From an optimization exercise on the open Yosys and OpenROAD flow, aimed at small area and a short achievable clock period; shortcuts taken in it are not production practice. No functional check of the RTL was part of this run.

File: design/flow/config.mk
export PLATFORM = sky130hd
export DESIGN_NAME = chk4_accum
export DESIGN_NICKNAME = chk4_accum
export VERILOG_FILES = /design/flow/design.v
export SDC_FILE = /design/flow/constraint.sdc
export NUM_CORES = 4
export LEC_CHECK = 0
export CAP_MARGIN = 20
export CORE_MARGIN = 2
export CORE_UTILIZATION = 40
export SLEW_MARGIN = 20
File: design/flow/constraint.sdc
create_clock -name core_clock -period 28.0 [get_ports {clk}]
set_input_delay 5.6000 -clock core_clock [delete_from_list [all_inputs] [get_ports {clk}]]
set_output_delay 5.6000 -clock core_clock [all_outputs]
set_load 0.01 [all_outputs]
File: design/flow/design.v
module chk4_accum (
    input  wire        clk,
    input  wire        rst,         
    input  wire        init,        
    input  wire [2:0]  in_cnt,      
    input  wire [31:0] in_data,     
    output wire [31:0] chk_value,
    output wire [31:0] byte_count
);
    localparam [16:0] X = 17'd65513;
    reg [15:0] ca, cb, ci;
    reg [31:0] bc;
    assign chk_value  = {ca, cb};
    assign byte_count = bc;
    wire [15:0] a0 = init ? 16'd0 : ca;
    wire [15:0] b0 = init ? 16'd1 : cb;
    wire [15:0] i0 = init ? 16'd1 : ci;
    wire [31:0] n0 = init ? 32'd0 : bc;
    wire [15:0] sa [0:4];
    wire [15:0] sb [0:4];
    wire [15:0] si [0:4];
    assign sa[0] = a0;
    assign sb[0] = b0;
    assign si[0] = i0;
    genvar k;
    generate
        for (k = 0; k < 4; k = k + 1) begin : step
            wire [7:0]  v     = in_data[8*k +: 8];
            wire        en    = (in_cnt > k);
            wire [17:0] a_sum = {2'b00, sa[k]} + {2'b00, si[k]} + {10'd0, v};
            wire [17:0] a_mod = (a_sum >= {X, 1'b0}) ? a_sum - {X, 1'b0} :
                                (a_sum >= {1'b0, X}) ? a_sum - {1'b0, X} : a_sum;
            wire [16:0] b_sum = {1'b0, sb[k]} + a_mod[16:0];
            wire [16:0] b_mod = (b_sum >= X) ? b_sum - X : b_sum;
            wire [15:0] i_inc = (si[k] == 16'd65512) ? 16'd0 : si[k] + 16'd1;
            assign sa[k+1] = en ? a_mod[15:0] : sa[k];
            assign sb[k+1] = en ? b_mod[15:0] : sb[k];
            assign si[k+1] = en ? i_inc       : si[k];
        end
    endgenerate
    wire [2:0] nbytes = (in_cnt > 3'd4) ? 3'd4 : in_cnt;
    always @(posedge clk) begin
        if (rst) begin
            ca <= 16'd0;
            cb <= 16'd1;
            ci <= 16'd1;
            bc <= 32'd0;
        end else begin
            ca <= sa[4];
            cb <= sb[4];
            ci <= si[4];
            bc <= n0 + {29'd0, nbytes};
        end
    end
endmodule
File: design/flow/run.sh
#!/bin/bash
# synth_recipe.tcl (not shown) runs the flow's synth.tcl, then flattens the netlist and writes it again
# the make line also repeats each setting of config.mk as NAME=value (left out here)
make -C /OpenROAD-flow-scripts/flow DESIGN_CONFIG=/design/flow/config.mk WORK_HOME=/design/flow/orfs CLKGATE_MAP_FILE= SYNTH_SCRIPT=/design/flow/synth_recipe.tcl finish
==> summary.txt <==
Syn. warnings: 1
kind of critical path: input port to flip-flop
Tot GR Track Use: 0.325
Critical R2R Capture: cb[3]$_SDFF_PP0_
P&R area growth vs syn: 11.3%
initial antenna violation count: 2
largest net degree at the start of global routing: 43
Final Hold Slack: 0.504 ns
Buffers on Ports: 101
worst-path fanout max: 11
# hold bufs at CTS: 0
post-synthesis mux area share: 0.0296
Final Max Slew Viols: 0
clock root cell: clkbuf_16
Tmin final: 26.88 ns
hold path cells: 2
worst hold path startpoint: bc[8]$_SDFF_PP0_
max_slew headroom: 0.322
fraction of layout cells with a size suffix above 1: 0.0683
Synth Flop Type: dfxtp_1
Avg Cell Area, Syn: 7.10 um2
Die Wd: 225 um
Synth Area in Adders: 0.166
global-route layer with the greatest usage: met2
Final HPWL DP: 71.2 mm
Num Clock Sinks: 80
max-cap viol count: 0
Tcrit/Tclk final: 0.960
Ant. Diodes: 0
Worst Hold Class: flip-flop to flip-flop
CTS tree: built
sequential fraction of the synthesis area: 0.0818
GRT Residual Overflow: 0
core area: 48,600 um2
routability cong.: 0.997
Crit path top cell by count: ha_1
Residual DRC: 0
storage element area: 1600 um2
via density per instance: 6.29
drt pass-1 iters: 6
wire length of the first global-routing pass: 126 mm
Synth Area in Simple Gates: 0.294
Routed Antenna Nets: 0
synthesis-stage register bit count: 80
CTS HTree Levels: 3
CTS Buf Count: 9
routed len/inst: 24.4 um
synthesized-area fraction occupied by xor and xnor cells: 0.105
post-route worst setup slack: 1.12 ns
slowest cell on the critical path: or4_1
CTS clk-pin slew, worst paths: 0.07 ns
Setup-failing EPs final: 0
commonest non-fill, non-tap cell in the layout: nor2_1
die area: 50,700 um2
Slew @ Worst Pin: 1.02 ns
Compound-Gate Fraction of Synth Area: 0.272
grt met1 use: 0.431
most frequent cells in the layout: 274 x nor2_1, 234 x nand2_1, 195 x ha_1
WHS Endpoint: bc[8]$_SDFF_PP0_
GR Util met3: 0.0432
FFs w/ async S/R, synth: 0
final hold violations: 0
Syn Std Cell Area: 19,600 um2
Syn Nets: 3,034
Max Root-Sink Buffers: 2
outcome: no timing/DRC/antenna violations
met2 global-route usage: 0.529
Critical Path AT: 27.10 ns
Nets: 3,110
Layout Skew: 0.0116 ns
DRT Wirelength: 84.4 mm
Reg2Reg Depth: 75
fmax: 37.2 MHz
worst skew pair latency: 0.35 ns
die height: 225 um
combinational family with the most area after synthesis: simple AND/OR/NAND/NOR gates
Critical Path Source: init
vias: 21,796
Post-Place Setup Slack: -0.0270 ns
largest stage delay on the critical path: 0.61 ns
Starting Density: 0.403
R2R setup slack: 6.16 ns
initial drt markers: 2,102
Worst EP required: 28.22 ns
CP startpoint kind: input port
Post-synth EDFFs: 0
I/O pin count: 102
R2R Path Start: ci[1]$_SDFF_PP0_
Layout fillers: 4,979
Synth Instances: 2,760
num rows: 81
vias in the first global route: 20,409
Cell variety after synth: 102
footprint of the multi-input gates: 17,000 um2
CP Capture Type: flip-flop
## Yosys cell counts, types with 15 or more instances
library cell | n | share of area
a21o_1 | 66 | 0.025
and3_1 | 35 | 0.011
o211ai_1 | 36 | 0.014
and4_1 | 15 | 0.0067
nand3_1 | 83 | 0.021
clkbuf_1 | 74 | 0.014
xor2_1 | 91 | 0.041
xnor2_1 | 143 | 0.064
dfxtp_1 | 80 | 0.082
a21oi_1 | 178 | 0.045
or2_2 | 26 | 0.0083
a2111oi_0 | 16 | 0.0072
nor4_1 | 25 | 0.0080
nor2_1 | 275 | 0.053
a211oi_1 | 42 | 0.016
nand2_1 | 234 | 0.045
o21ai_0 | 157 | 0.040
o21a_1 | 44 | 0.017
a31oi_1 | 32 | 0.010
o31ai_1 | 20 | 0.0077
mux2_2 | 28 | 0.016
nor2b_1 | 66 | 0.021
ha_1 | 195 | 0.12
nand4_1 | 45 | 0.014
mux2i_1 | 25 | 0.013
nand2b_1 | 43 | 0.014
a22oi_1 | 16 | 0.0061
fa_1 | 41 | 0.042
inv_1 | 159 | 0.030
nor3_1 | 87 | 0.022
and2_1 | 41 | 0.013
or3_1 | 34 | 0.011
## worst max-delay path: cells and delay by family
kind	cells	cell delay [ns]
buf+inv	9	1.47
fa+ha+maj	10	3.80
xor+xnor	5	1.30
simple gates	20	5.70
mux	1	0.39
compound gates	32	8.81
## kinds of logic (layout without fill, tap and decap cells)
family / Yosys count / after routing
and+or+nand+nor: 1109 / 1109
AOI/OAI and AO/OA: 787 / 787
buffers and inverters: 260 / 341
adders and majority gates: 236 / 236
xor gates and xnor gates: 234 / 234
DFF: 80 / 80
muxes: 54 / 54
## routing by layer
metal / vias up / wire, um
met5: - / 13
met4: 2 / 4100
met3: 192 / 6110
met2: 932 / 38000
met1: 10402 / 36200
li1: 10268 / -
## per-stage QoR
stage               cells  TNS, ns  utilization  cell area, um2
floorplan            2760        0            -           19600
global placement     3444        0        0.440           21400
detailed placement   3444  -0.0293        0.440           21400
CTS                  3460        0        0.446           21700
global route         3463   -0.444        0.448           21800
finish               3463        0        0.448           21800
## registers in the layout (all words and copies together), names as in the netlist
| register | flops |
|---|---|
| ci | 16 |
| ca | 16 |
| bc | 32 |
| cb | 16 |
## worst max-delay path by stage
stage                                   end  slack, ns  cells past startpoint
after CTS                 cb[13]$_SDFF_PP0_       0.22                     77
after global routing       cb[7]$_SDFF_PP0_      -0.12                     77
final                      cb[3]$_SDFF_PP0_       1.12                     77
after detailed placement  cb[13]$_SDFF_PP0_      -0.03                     77
after floorplan            cb[8]$_SDFF_PP0_       2.55                     87
after global placement    cb[13]$_SDFF_PP0_       0.33                     78
## timing repair
action | CTS | global route
setup endpoints to repair | 0 | 16
buffers inserted | 0 | 3
gates resized for setup | 0 | 16
## area by class of cell
type,instances,area share
multi-input combinational,2420,0.782
timing repair buffer,162,0.0672
sequential,80,0.0735
clock inverter,6,0.00241
clock buffer,10,0.0110
tap,622,0.0357
inverter,163,0.0281

[re-timing with driven ports]
The results above use ideal ports. As a check the final layout listed here was re-extracted and re-timed, cells and wires unchanged.
Step 1 sets driving cells, clkbuf_16 on the clock port and buf_2 on the other inputs (assumed; they add their load-dependent delay and slew).
Step 2 times the ports against the registers' clock, not the clock port: input delays grow and output delays shrink by t, the midpoint of the rising clock arrivals with the driver on.
Three values: ideal ports, drivers, drivers and shift; two values: the first two.
t (ns): 0.400
setup WS [ns]: 1.119 / 1.148 / 0.748
worst setup path at the end: input to register
worst slew at a driven data input, ns: 0.07
pins driven straight from the clock port: 1
After both steps setup and hold are still met in this run. For this run, drivers alone change the setup slack by +0.029 ns; drivers and shift together by -0.371 ns.
